This is an optimization exercise on Yosys and OpenROAD, whose aim is a short achievable clock period and few clock cycles per item, not a production implementation.
Function was checked by simulation only, so behaviour that the tests miss may differ from the original.
Power and IR drop assume default switching activity.

==> flow/design.v, too long to show whole: its modules and the start of the top module <==
// module qse_framer: 2211 lines
module qse_framer (
    input  wire        clk,
    input  wire        rst,            
    input  wire        cmd_valid,
    output wire        cmd_ready,
    input  wire        cmd_load,       
    input  wire [31:0] cmd_seed,
    input  wire        cmd_scr,        
    input  wire [9:0]  cmd_ps_words,   
    input  wire [11:0] cmd_len,        
    input  wire        in_valid,
    output wire        in_ready,
    input  wire [31:0] in_data,
    output wire        out_valid,
    input  wire        out_ready,
    output wire [31:0] out_data,
    output wire        out_last
);
  // ...
==> flow/flow/run.sh <==
#!/bin/bash
set -euo pipefail
M="SETUP_SLACK_MARGIN=5.7"
R="orfs/results/${FLOW_PLATFORM:-sky130hd}/qse_framer/base"
bash standard.sh $M place > standard_place.log 2>&1
ODB_IN="$R/3_place.odb" openroad -no_init -exit flow/move_out_ffs.tcl > move_out_ffs.log 2>&1
bash standard.sh $M finish > standard_finish.log 2>&1
==> flow/flow/move_out_ffs.tcl <==
# Put each flip-flop whose only load is an output port's buffer right next to
# that buffer (which sits at the port), then legalize the placement.
read_db $::env(ODB_IN)
set block [ord::get_db_block]
set moved 0
foreach bt [$block getBTerms] {
  if {[$bt getIoType] ne "OUTPUT"} { continue }
  set buf ""
  foreach it [[$bt getNet] getITerms] { if {[$it isOutputSignal]} { set buf [$it getInst] } }
  if {$buf eq ""} { continue }
  set a [$buf findITerm A]
  if {$a eq "NULL" || $a eq ""} { continue }
  set n2 [$a getNet]
  if {[llength [$n2 getITerms]] != 2} { continue }
  set ff ""
  foreach it [$n2 getITerms] { if {[$it isOutputSignal]} { set ff [$it getInst] } }
  if {$ff eq "" || ![string match "*df*" [[$ff getMaster] getName]]} { continue }
  set loc [$buf getLocation]
  $ff setLocation [lindex $loc 0] [lindex $loc 1]
  $ff setPlacementStatus PLACED
  incr moved
}
puts "moved $moved flip-flops next to their output buffers"
detailed_placement
check_placement -verbose
write_db $::env(ODB_IN)
==> flow/standard.sh <==
#!/bin/bash
# synth_recipe.tcl (not shown) runs the flow's synth.tcl, then flattens the netlist and writes it again
# the make line also repeats each setting of config.mk as NAME=value (left out here)
make -C /OpenROAD-flow-scripts/flow DESIGN_CONFIG=/design/flow/config.mk WORK_HOME=/design/flow/orfs CLKGATE_MAP_FILE= SYNTH_SCRIPT=/design/flow/synth_recipe.tcl "${@:-finish}"
==> flow/config.mk <==
export PLATFORM = sky130hd
export DESIGN_NAME = qse_framer
export DESIGN_NICKNAME = qse_framer
export VERILOG_FILES = /design/flow/design.v
export SDC_FILE = /design/flow/constraint.sdc
export NUM_CORES = 4
export LEC_CHECK = 0
export ABC_CLOCK_PERIOD_IN_PS = 2500
export CAP_MARGIN = 20
export CORE_MARGIN = 2
export CORE_UTILIZATION = 60
export CTS_CLUSTER_DIAMETER = 100
export CTS_CLUSTER_SIZE = 20
export PLACE_DENSITY = 0.7
export SLEW_MARGIN = 20
==> flow/constraint.sdc <==
create_clock -name core_clock -period 8.0 [get_ports {clk}]
set_input_delay 1.6000 -clock core_clock [delete_from_list [all_inputs] [get_ports {clk}]]
set_output_delay 1.6000 -clock core_clock [all_outputs]
set_load 0.01 [all_outputs]
==> impl_metrics.toml, run 1 <==
[status]
status = "complete, no violations"

[cts]
cts_max_level = 3
cts_resized = 661
post_cts_buffers = 239
cts_made_buffers = 120

[pwr]
pwr-share-seq = 0.635
p_switching_uw = 3760
sw_frac_of_total = 0.205

[floorplan]
dieWidth_um = 399
num_rows = 144

[place]
placedCellCount = 8533
pre_cts_slack_ns = 4.42
place.gp.congestion = 0.928

[worst_setup_path]
timing.rr.start = "R2[4]"
crit_family = "flip-flops"
path_class = "flop to output port"
crit_arrival_ns = 1.25

[yosys]
synth_top_area_share = 0.295
yosys_most_used_dff = "dfxtp_1"
synth_edf_count = 916
synth_fa_ha_area_frac = 0.189

[sta]
max_clock_freq_ghz = 0.351
slew-limit-headroom = 0.301

[global_route]
antenna_found_initial = 8

[worst_hold_path]
hp-class = "flop to flop"

[layout]
final_util = 0.697
clockNetworkAreaShare = 0.0322

[drt]
num_vias = 51000
Testbench counts, summed over its fixed seeds: cycles 21,261, bytes 84,816.
==> run 2, diff against run 1 <==
--- a/flow/design.v
+++ b/flow/design.v
@@ -2188,17 +2188,17 @@
     wire        of_ld   = o_take && of_ne;
     wire [32:0] of_next = of_mem[of_hp];
     wire [32:0] of_show = of_mem[of_sp];
     always @(posedge clk) begin
         if (s1_v) of_mem[of_wp] <= of_wdat;
         o_data <= o_take ? of_next[31:0] : of_show[31:0];
         o_last <= o_take ? of_next[32]   : of_show[32];
         o_v   <= !gate_rst && (of_ne || (o_v && !out_ready));
-        o_v_o <= !gate_rst && !(!of_ne && o_take);
+        o_v_o <= !gate_rst && (of_ne || (o_v_o && !out_ready));
         if (r_rst) begin
             of_wp <= 2'd0; of_hp <= 2'd0; of_sp <= 2'd3; of_th <= {NOF{1'b0}};
         end else begin
             of_wp <= of_wp + {1'b0, s1_v};
             if (of_ld) begin
                 of_hp <= of_hp + 2'd1;
                 of_sp <= of_hp;
             end
--- a/flow/config.mk
+++ b/flow/config.mk
@@ -5,11 +5,11 @@
 export SDC_FILE = /design/flow/constraint.sdc
 export NUM_CORES = 4
 export LEC_CHECK = 0
 export ABC_CLOCK_PERIOD_IN_PS = 2500
 export CAP_MARGIN = 20
 export CORE_MARGIN = 2
 export CORE_UTILIZATION = 60
 export CTS_CLUSTER_DIAMETER = 100
-export CTS_CLUSTER_SIZE = 20
+export CTS_CLUSTER_SIZE = 24
 export PLACE_DENSITY = 0.7
 export SLEW_MARGIN = 20
==> run 2 against run 1 <==
  * Synthesized area barely moved
  * Flip-flop and latch count up 1
  * Cell area is 0.55% lower
  * Critical path type unchanged
  * Power fell by 2.3%
  * Still clean
  * Non-clock buffer count shrank 5
  * Clock-buffer cell count decreased by 26
  * First-iteration DRC count is 0.60% lower
  * Combinational power is 5% higher
==> impl_metrics.toml, run 2 <==
[status]
status = "complete, no violations"

[sta]
fin_crit_ns = 2.81
hold_ws_ns = 0.326
max_clock_freq_ghz = 0.356
finClkSkew_ns = 0.0354
slew_viol_final = 0
max_slew.worst_pin.slew_ns = 1.04
rsz0062_at_grt = "true"
slew-limit-headroom = 0.302
fin_setup_tns_ns = 0
post-route-period-util = 0.351
setup_viol = 0
hold_violations = 0

[yosys]
synthCells = 6486
synth_edf_count = 916
synth.most_common_cell = "dfxtp_1"
synth.largest_area_cell = "edfxtp_1"
synth_top_area_share = 0.294
async_flop_share = 0
synth-seq-cells = 2194
synth_cell_type_count = 87
synth_nets = 7609
synth_common_cells = "1278 x dfxtp_1, 916 x edfxtp_1, 743 x inv_1"
yosys_most_used_dff = "dfxtp_1"
ys_warn_count = 1
synth_area_um2 = 93400
yosys-top-cells-area = "edfxtp_1 29%, dfxtp_1 27%, fa_1 13%"
syn-mean-instance-area_um2 = 14.4
synth_seq_area_share = 0.568

[floorplan]
start_util = 0.605
die-area_um2 = 159000
core_area_um2 = 154000
ioPinCount = 129
num_rows = 144
die_h_um = 399
dieWidth_um = 399

[worst_setup_path]
cp.depth = 1
crit_family = "flip-flops"
path_buf_inv = 1
start_kind = "flop"
path_cells = "buf_6"
crit_path_end_kind = "output port"
cp_max_fo = 1
crit_arrival_ns = 1.21
regToRegSetupSlack_ns = 5.25
rr_worst_depth = 10
slowest_stage = "dfxtp_2"
worstPathRequired_ns = 6.40
max_stage_delay_ns = 0.36
path_class = "flop to output port"
timing.rr.end = "R0[28]"
timing.rr.start = "R2[39]"
crit_path_start = "o_data[3]"

[layout]
syn2layout_area_growth_pct = 14.4
largest-register = "kf_mem"
fin_area_um2 = 107000
largest_register_ff_count = 256
fill_cells = 10600
reg.largest.list = "kf_mem x256, of_mem x132, qk_mem x132"
most-common-layout-cells = "1140 x dfxtp_1, 916 x edfxtp_1, 647 x inv_1, 535 x fa_1, 373 x xnor2_1"
mostFrequentLayoutCell = "dfxtp_1"
final_nets = 8107
drive_gt1_frac = 0.220

[global_route]
grt_max_degree = 97
grt_usage = 0.292
grt_pass1_wl_um = 339000
grt_pass1_vias = 53100
antenna_found_initial = 19
grt_overflow_total = 0

[worst_hold_path]
holdPathStages = 0
hp-class = "flop to flop"
hold_path_end = "fc_3[12]"
min_from = "fb_3[60]"

[drt]
antenna_left = 0
wl_um = 229000
via_per_inst = 5.63
wire_per_inst_um = 25.1
drtIter0Drc = 3980
drc = 0
drt_pass1_iterations = 6
num_vias = 51300

[cts]
cts_tree = "built"
clk_pin_slew_ns = 0.09
cts_root_buffer = "clkbuf_16"
clock_latency_ns = 0.78
clock-sinks = 2194
cts_buffer_depth = 3
cts_max_level = 3
cts_made_buffers = 102

[place]
place.gp.congestion = 0.965
io_buffers = 128
placed_area_um2 = 98000
post-dp-hpwl_um = 155000

[pwr]
p_per_area_nw_per_um2 = 168
ir_drop_v = 0.000199
p_leak_uw = 0.0413

[run]
max_cap_viol_count = 0
run 2: where the power goes:
| group | internal [uW] | switching [uW] |
|---|---|---|
| Clock | 2480 | 3460 |
| Sequential | 11600 | 53.2 |
| Combinational | 173 | 165 |
run 2: layout make-up:
type	instances	area, um2	share of cell area
multi-input combinational	3397	39800	0.372
clock buffer	170	2840	0.0266
clock inverter	10	178	0.00166
timing repair inverter	2	27.5	0.000258
antenna	9	22.5	0.000211
inverter	746	3010	0.0282
tap	2044	2560	0.0239
timing repair buffer	541	5050	0.0472
sequential	2194	53400	0.500
run 2: through the flow:
stage | worst slack, ns | instances | power [uW] | utilization
finish | 5.19 | 9113 | 18000 | 0.692
CTS | 5.13 | 9027 | 18100 | 0.681
detailed placement | 4.43 | 8579 | 12300 | 0.635
global placement | 4.39 | 8578 | 12300 | 0.634
floorplan | 5.16 | 6486 | 12100 | -
global route | 5.14 | 9111 | 18500 | 0.692
run 2: what timing repair did:
action / 4_1_cts / 5_1_grt
resized for setup: 629 / 290
hold buffers: 0 / 0
pin swaps: 176 / 185
endpoints found under the hold margin: 0 / 0
setup endpoints to repair: 780 / 376
buffers inserted: 258 / 75
gates cloned: 10 / 2
run 2: worst max path at each step:
stage,to,slack [ns]
2_1_floorplan,qk_mem[2][0],5.16
5_1_grt,out_data[3],5.14
6_report,out_data[3],5.19
4_1_cts,out_data[7],5.13
3_3_place_gp,of_th[2],4.39
3_5_place_dp,of_th[2],4.43
run 2: cells by family (layout without fill, tap and decap cells):
| group | Yosys count | count (layout) | share of synthesized area |
|---|---|---|---|
| AND/OR/NAND/NOR | 787 | 794 | 0.0390 |
| multiplexers | 400 | 400 | 0.0739 |
| buffers and inverters | 903 | 1469 | 0.0366 |
| flip-flops | 2194 | 2194 | 0.568 |
| XOR/XNOR | 531 | 531 | 0.0505 |
| AO/OA/AOI/OAI | 641 | 642 | 0.0432 |
| adder cells (fa/ha/maj) | 1030 | 1030 | 0.189 |
| other | 0 | 9 | 0 |
run 2: metal layers:
layer | global-route usage | vias up | routed length [um]
met5 | 0 | - | 23
met4 | 0.114 | 4 | 9930
met3 | 0.0456 | 433 | 14900
met2 | 0.469 | 1667 | 109000
met1 | 0.403 | 26200 | 94600
li1 | - | 23000 | -
Testbench counts of run 2, summed over its fixed seeds: cycles 21,261, bytes 84,816.
==> run 3, diff against run 2 <==
--- a/flow/config.mk
+++ b/flow/config.mk
@@ -9,7 +9,7 @@
 export CAP_MARGIN = 20
 export CORE_MARGIN = 2
-export CORE_UTILIZATION = 60
+export CORE_UTILIZATION = 70
 export CTS_CLUSTER_DIAMETER = 100
 export CTS_CLUSTER_SIZE = 24
-export PLACE_DENSITY = 0.7
+export PLACE_DENSITY = 0.8
 export SLEW_MARGIN = 20
==> run 3 against run 2 <==
  * Combinational power increased by 2%
  * Clock power about the same
  * Non-clock buffer count decreased by 19
  * Synthesized area unchanged
  * Maximum frequency about the same
  * Wire length increased by 3.0%
  * Highest routed layer unchanged
  * Largest power group unchanged
  * First-iteration DRC count increased by 37%
  * Cell area decreased by 0.69%
  * Synthesized cell count unchanged
  * Die area decreased by 14%
==> impl_metrics.toml, run 3 <==
[global_route]
grt_max_degree = 84
grt_overflow_total = 0
grt_use_met1 = 0.457
grt-busiest-layer = "met2"
grt_usage = 0.341
grt_use_met3 = 0.0666
grt_pass1_vias = 54800
antenna_found_initial = 14
grt_use_met2 = 0.548
grt_pass1_wl_um = 341000

[pwr]
sw_frac_of_total = 0.205
p_leak_uw = 0.0411
ir_drop_v = 0.000223
p_per_area_nw_per_um2 = 169
pwr-share-seq = 0.650
combinationalPowerShare = 0.019
power.internal_uw = 14300
power.total_uw = 18000
p_switching_uw = 3690
clock_power_share = 0.330

[worst_setup_path]
crit_path_start = "o_data[8]"
crit_arrival_ns = 1.21
max_stage_delay_ns = 0.35
worstPathRequired_ns = 6.40
cp.depth = 1
path_cells = "buf_6"
rr_worst_depth = 10
path_buf_inv = 1
crit_family = "flip-flops"
start_kind = "flop"
timing.rr.start = "R2[40]"
cp_max_fo = 1
crit_path_end_kind = "output port"
slowest_stage = "dfxtp_1"
path_class = "flop to output port"

[sta]
setup_viol = 0
hold_ws_ns = 0.330
fin_setup_tns_ns = 0
max_slew.worst_pin.slew_ns = 1.09
slew-limit-headroom = 0.273
post-route-period-util = 0.351
hold_violations = 0
fin_crit_ns = 2.81
slew_viol_final = 0
max_clock_freq_ghz = 0.356
fin_ws_ns = 5.19
rsz0062_at_grt = "true"
finClkSkew_ns = 0.0592

[drt]
drc = 0
antenna_left = 0
drtIter0Drc = 5441
num_vias = 53100
via_per_inst = 6.02
wl_um = 235000
wire_per_inst_um = 26.7
drt_pass1_iterations = 5

[cts]
cts_tree = "built"
cts_max_level = 3
clock_latency_ns = 0.77
clock-sinks = 2194
clk_pin_slew_ns = 0.09
cts_made_buffers = 102
cts_root_buffer = "clkbuf_16"
hold_buffers = 0
cts_buffer_depth = 3

[yosys]
synth_top_area_share = 0.294
ys_warn_count = 1
synth_nets = 7609
synth_edf_count = 916
yosys_most_used_dff = "dfxtp_1"
synth.largest_area_cell = "edfxtp_1"
synth-seq-cells = 2194
yosys-top-cells-area = "edfxtp_1 29%, dfxtp_1 27%, fa_1 13%"
synth_area_um2 = 93400
async_flop_share = 0
synthCells = 6486
synth_seq_area_share = 0.568
synth_common_cells = "1278 x dfxtp_1, 916 x edfxtp_1, 743 x inv_1"
synth_cell_type_count = 87
synth.most_common_cell = "dfxtp_1"
syn-mean-instance-area_um2 = 14.4

[layout]
reg.largest.list = "kf_mem x256, of_mem x132, qk_mem x132"
most-common-layout-cells = "1149 x dfxtp_1, 916 x edfxtp_1, 647 x inv_1, 545 x fa_1, 376 x xnor2_1"
largest_register_ff_count = 256
seqCellArea_um2 = 53400
final_nets = 8088
syn2layout_area_growth_pct = 13.6
mostFrequentLayoutCell = "dfxtp_1"
fin_area_um2 = 106000
multi_input_area_um2 = 39700
fill_cells = 7035
largest-register = "kf_mem"
drive_gt1_frac = 0.215

[place]
place.gp.congestion = 0.948
io_buffers = 128
post-dp-hpwl_um = 154000
pre_cts_slack_ns = 4.41
placed_area_um2 = 97600

[worst_hold_path]
hp-class = "flop to flop"
holdPathStages = 0
min_from = "fb_3[58]"

[floorplan]
die-area_um2 = 136000
ioPinCount = 129
die_h_um = 369
core_area_um2 = 133000
start_util = 0.703
num_rows = 134
dieWidth_um = 369

[status]
status = "complete, no violations"

[run]
max_cap_viol_count = 0
-- run 3: cell count changes in the layout (fill, tap and decap cells not counted), sizes merged, moves of 3 or more --
cell,change
clkbuf,-3
clkinvlp,-4
inv,+3
buf,-17
diode,+4
-- run 3: kinds of logic (layout without fill, tap and decap cells) --
family | count (synthesis) | after routing | synth area share
compound gates | 641 | 642 | 0.0432
xor+xnor | 531 | 531 | 0.0505
fa+ha+maj | 1030 | 1030 | 0.189
buf+inv | 903 | 1448 | 0.0366
flops | 2194 | 2194 | 0.568
mux | 400 | 400 | 0.0739
other cells | 0 | 13 | 0
simple gates | 787 | 795 | 0.0390
-- run 3: cell type report --
type / instances / area share
timing repair buffer: 522 / 0.0447
timing repair inverter: 1 / 0.000153
tap: 1768 / 0.0208
sequential: 2194 / 0.503
clock inverter: 11 / 0.00165
antenna: 13 / 0.000307
multi-input combinational: 3398 / 0.374
clock buffer: 168 / 0.0266
inverter: 746 / 0.0283
-- run 3: path summary, 6_finish.rpt --
check                                    to  slack (ns)
worst max-delay path            out_data[8]        5.19
worst min-delay path               fc_3[10]        0.33
worst max register to register       R0[22]        5.27
worst min register to register     fc_3[10]        0.33
-- run 3: power groups by stage --
stage / sequential [uW] / combinational [uW] / clock [uW]
after floorplan: 11900 / 193 / 0
after global placement: 11900 / 307 / 0
after global routing: 11700 / 367 / 6350
after CTS: 11700 / 330 / 5970
after detailed placement: 11900 / 314 / 0
final: 11700 / 344 / 5930
-- run 3: routing by layer --
| metal | part of all wire | routed length (um) |
|---|---|---|
| met5 | 0.000034 | 8 |
| met4 | 0.057 | 13300 |
| met3 | 0.088 | 20700 |
| met2 | 0.48 | 113000 |
| met1 | 0.38 | 88900 |
-- run 3: what timing repair did --
action / CTS / global route
gates resized for setup: 575 / 301
cloned: 7 / 3
setup endpoints to repair: 778 / 468
setup buffers: 236 / 83
pin swaps: 159 / 184
-- run 3: metrics by stage --
stage	std cells	util
after global routing	8819	0.798
after CTS	8722	0.784
after detailed placement	8300	0.734
after floorplan	6486	-
after global placement	8300	0.734
final	8821	0.798
==> run 4, diff against run 3 <==
==> flow/flow/run.sh (replaced) <==
#!/bin/bash
set -euo pipefail
M="SETUP_SLACK_MARGIN=5.7"
R="orfs/results/${FLOW_PLATFORM:-sky130hd}/qse_framer/base"
bash standard.sh $M place > standard_place.log 2>&1
ODB_IN="$R/3_place.odb" openroad -no_init -exit flow/move_out_ffs.tcl > move_out_ffs.log 2>&1
CTS="CTS_ARGS=-sink_clustering_enable -repair_clock_nets -sink_clustering_size 24 -sink_clustering_max_diameter 100 -apply_ndr half"
bash standard.sh $M "$CTS" finish > standard_finish.log 2>&1
--- a/flow/config.mk
+++ b/flow/config.mk
@@ -9,7 +9,7 @@
 export CAP_MARGIN = 20
 export CORE_MARGIN = 2
-export CORE_UTILIZATION = 70
+export CORE_UTILIZATION = 60
 export CTS_CLUSTER_DIAMETER = 100
 export CTS_CLUSTER_SIZE = 24
-export PLACE_DENSITY = 0.8
+export PLACE_DENSITY = 0.7
 export SLEW_MARGIN = 20
==> run 4 against run 3 <==
  * Sequential share of layout area decreased by 0.34 points
  * Critical path type unchanged
  * Synthesized cell count unchanged
  * Still clean
  * First-iteration DRC count decreased by 27%
  * Via count decreased by 3.4%
  * Highest routed layer unchanged
  * Utilization decreased by 11 points
  * Maximum frequency about the same
  * Global-route usage decreased by 5.0 points
  * Flip-flop and latch count unchanged
==> impl_metrics.toml, run 4 <==
[pwr]
ir_drop_v = 0.000199
p_leak_uw = 0.0413
p_per_area_nw_per_um2 = 168

[sta]
hold_violations = 0
max_clock_freq_ghz = 0.356
rsz0062_at_grt = "true"
setup_viol = 0
fin_crit_ns = 2.81
fin_setup_tns_ns = 0
post-route-period-util = 0.351
slew-limit-headroom = 0.302
slew_viol_final = 0
max_slew.worst_pin.slew_ns = 1.04
fin_ws_ns = 5.19
finClkSkew_ns = 0.0354

[cts]
cts_buffer_depth = 3
cts_tree = "built"
cts_made_buffers = 102
cts_root_buffer = "clkbuf_16"
cts_max_level = 3
clock-sinks = 2194
clock_latency_ns = 0.78
clk_pin_slew_ns = 0.09
hold_buffers = 0

[yosys]
syn-mean-instance-area_um2 = 14.4
yosys-top-cells-area = "edfxtp_1 29%, dfxtp_1 27%, fa_1 13%"
synth_edf_count = 916
async_flop_share = 0
synth_nets = 7609
synthCells = 6486
yosys_most_used_dff = "dfxtp_1"
synth_cell_type_count = 87
ys_warn_count = 1
synth.largest_area_cell = "edfxtp_1"
synth_area_um2 = 93400
synth_common_cells = "1278 x dfxtp_1, 916 x edfxtp_1, 743 x inv_1"
synth_seq_area_share = 0.568
synth-seq-cells = 2194
synth_top_area_share = 0.294
synth.most_common_cell = "dfxtp_1"

[worst_setup_path]
rr_worst_depth = 10
path_class = "flop to output port"
worstPathRequired_ns = 6.40
cp.depth = 1
cp_max_fo = 1
crit_arrival_ns = 1.21
path_buf_inv = 1
slowest_stage = "dfxtp_2"
max_stage_delay_ns = 0.36
start_kind = "flop"
crit_family = "flip-flops"
crit_path_end_kind = "output port"
path_cells = "buf_6"

[floorplan]
die-area_um2 = 159000
num_rows = 144
start_util = 0.605
dieWidth_um = 399
core_area_um2 = 154000
die_h_um = 399
ioPinCount = 129

[drt]
wire_per_inst_um = 25.1
num_vias = 51300
drt_pass1_iterations = 6
drtIter0Drc = 3980
via_per_inst = 5.63
drc = 0
wl_um = 229000
antenna_left = 0

[global_route]
grt_overflow_total = 0
antenna_found_initial = 19
grt_pass1_wl_um = 339000
grt_usage = 0.292
grt_pass1_vias = 53100
grt_max_degree = 97

[layout]
drive_gt1_frac = 0.220
multi_input_area_um2 = 39800
final_nets = 8107
seqCellArea_um2 = 53400
most-common-layout-cells = "1140 x dfxtp_1, 916 x edfxtp_1, 647 x inv_1, 535 x fa_1, 373 x xnor2_1"
fill_cells = 10600
mostFrequentLayoutCell = "dfxtp_1"
syn2layout_area_growth_pct = 14.4
reg.largest.list = "kf_mem x256, of_mem x132, qk_mem x132"
largest-register = "kf_mem"
largest_register_ff_count = 256

[place]
place.gp.congestion = 0.965
post-dp-hpwl_um = 155000
pre_cts_slack_ns = 4.43
io_buffers = 128

[run]
max_cap_viol_count = 0

[worst_hold_path]
hp-class = "flop to flop"
holdPathStages = 0

[status]
status = "complete, no violations"
==> run 4: path summary, 6_finish.rpt <==
check | start | endpoint | slack [ns]
hold reg to reg | fb_3[60] | fc_3[12] | 0.33
hold / removal | fb_3[60] | fc_3[12] | 0.33
setup reg to reg | R2[39] | R0[28] | 5.25
setup / recovery | o_data[3] | out_data[3] | 5.19
==> run 4: cells by family after synthesis <==
kind of cell,after synthesis,synth area share
xor gates and xnor gates,531,0.0505
AOI/OAI and AO/OA,641,0.0432
buffers and inverters,903,0.0366
muxes,400,0.0739
and+or+nand+nor,787,0.0390
DFF,2194,0.568
adders and majority gates,1030,0.189
==> run 4: worst reg2reg max path: stages (launching register included) <==
cell and delay [ns]:
edfxtp_1 0.44, ha_4 0.26, and2_4 0.16, a221o_1 0.40
o2111ai_4 0.24, a311o_2 0.27, a21oi_4 0.08, o41ai_4 0.33
xnor2_2 0.13, a222oi_1 0.25, nor2_1 0.07
==> run 4: final cells by class <==
| class | count | share of cell area |
|---|---|---|
| inverter | 746 | 0.0282 |
| timing repair inverter | 2 | 0.000258 |
| sequential | 2194 | 0.500 |
| clock inverter | 10 | 0.00166 |
| antenna | 9 | 0.000211 |
| multi-input combinational | 3397 | 0.372 |
| clock buffer | 170 | 0.0266 |
| timing repair buffer | 541 | 0.0472 |
| tap | 2044 | 0.0239 |
==> run 4: through the flow <==
stage                util  power (uW)  instances  hold WS, ns  cell area [um2]
finish              0.692       18000       9113        0.326           107000
global route        0.692       18500       9111        0.325           107000
CTS                 0.681       18100       9027        0.328           105000
detailed placement  0.635       12300       8579        0.312            98000
global placement    0.634       12300       8578        0.310            98000
floorplan               -       12100       6486        0.310            94100
==> run 4: power by group <==
group / switching [uW] / leakage [uW] / internal [uW]
Combinational: 165 / 0.0211 / 173
Sequential: 53.2 / 0.0187 / 11600
Clock: 3460 / 0.00143 / 2480
Total: 3680 / 0.0413 / 14300
==> run 4: routing by layer <==
layer,up-vias,routed length (um),global-route usage,share of wire
li1,23000,-,-,-
met1,26200,94600,0.403,0.41
met2,1667,109000,0.469,0.48
met3,433,14900,0.0456,0.065
met4,4,9930,0.114,0.043
met5,-,23,0,0.00010
==> run 4: what timing repair did <==
action | CTS | global route
resized for setup | 629 | 290
buffers inserted | 258 | 75
endpoints found under the setup margin | 780 | 376
pin swaps | 176 | 185
cloned | 10 | 2

## static timing again, ports no longer ideal
In the flow no input, the clock included, has a driving cell. The finished layouts below were timed again as built, in two steps.
Step 1: set_driving_cell puts a clkbuf_16 on clk and a buf_2 on each other input, an assumption about the parent block.
Step 2 moves the port delays by t, midway between the first and last clock arrival at a register: inputs arrive t later, outputs are due t later. That takes back most of the time a late clock gives input paths.
a / b / c = ideal / step 1 / step 2; a / b = the first two.
| run | shift t [ns] | setup slack, ns | worst hold slack (ns) |
|---|---|---|---|
| run 1 | 0.836 | 5.155 / 5.076 / 4.914 | 0.321 / 0.321 / 0.321 |
| run 2 | 0.838 | 5.192 / 5.105 / 4.993 | 0.326 / 0.326 / 0.326 |
| run 3 | 0.821 | 5.190 / 5.103 / 5.043 | 0.330 / 0.330 / 0.330 |
| run 4 | 0.838 | 5.192 / 5.105 / 4.993 | 0.326 / 0.326 / 0.326 |
After both steps every run listed still meets setup and hold. The setup slack of run 1, which loses most, moves by -0.079 ns with the drivers and by -0.241 ns with both steps.
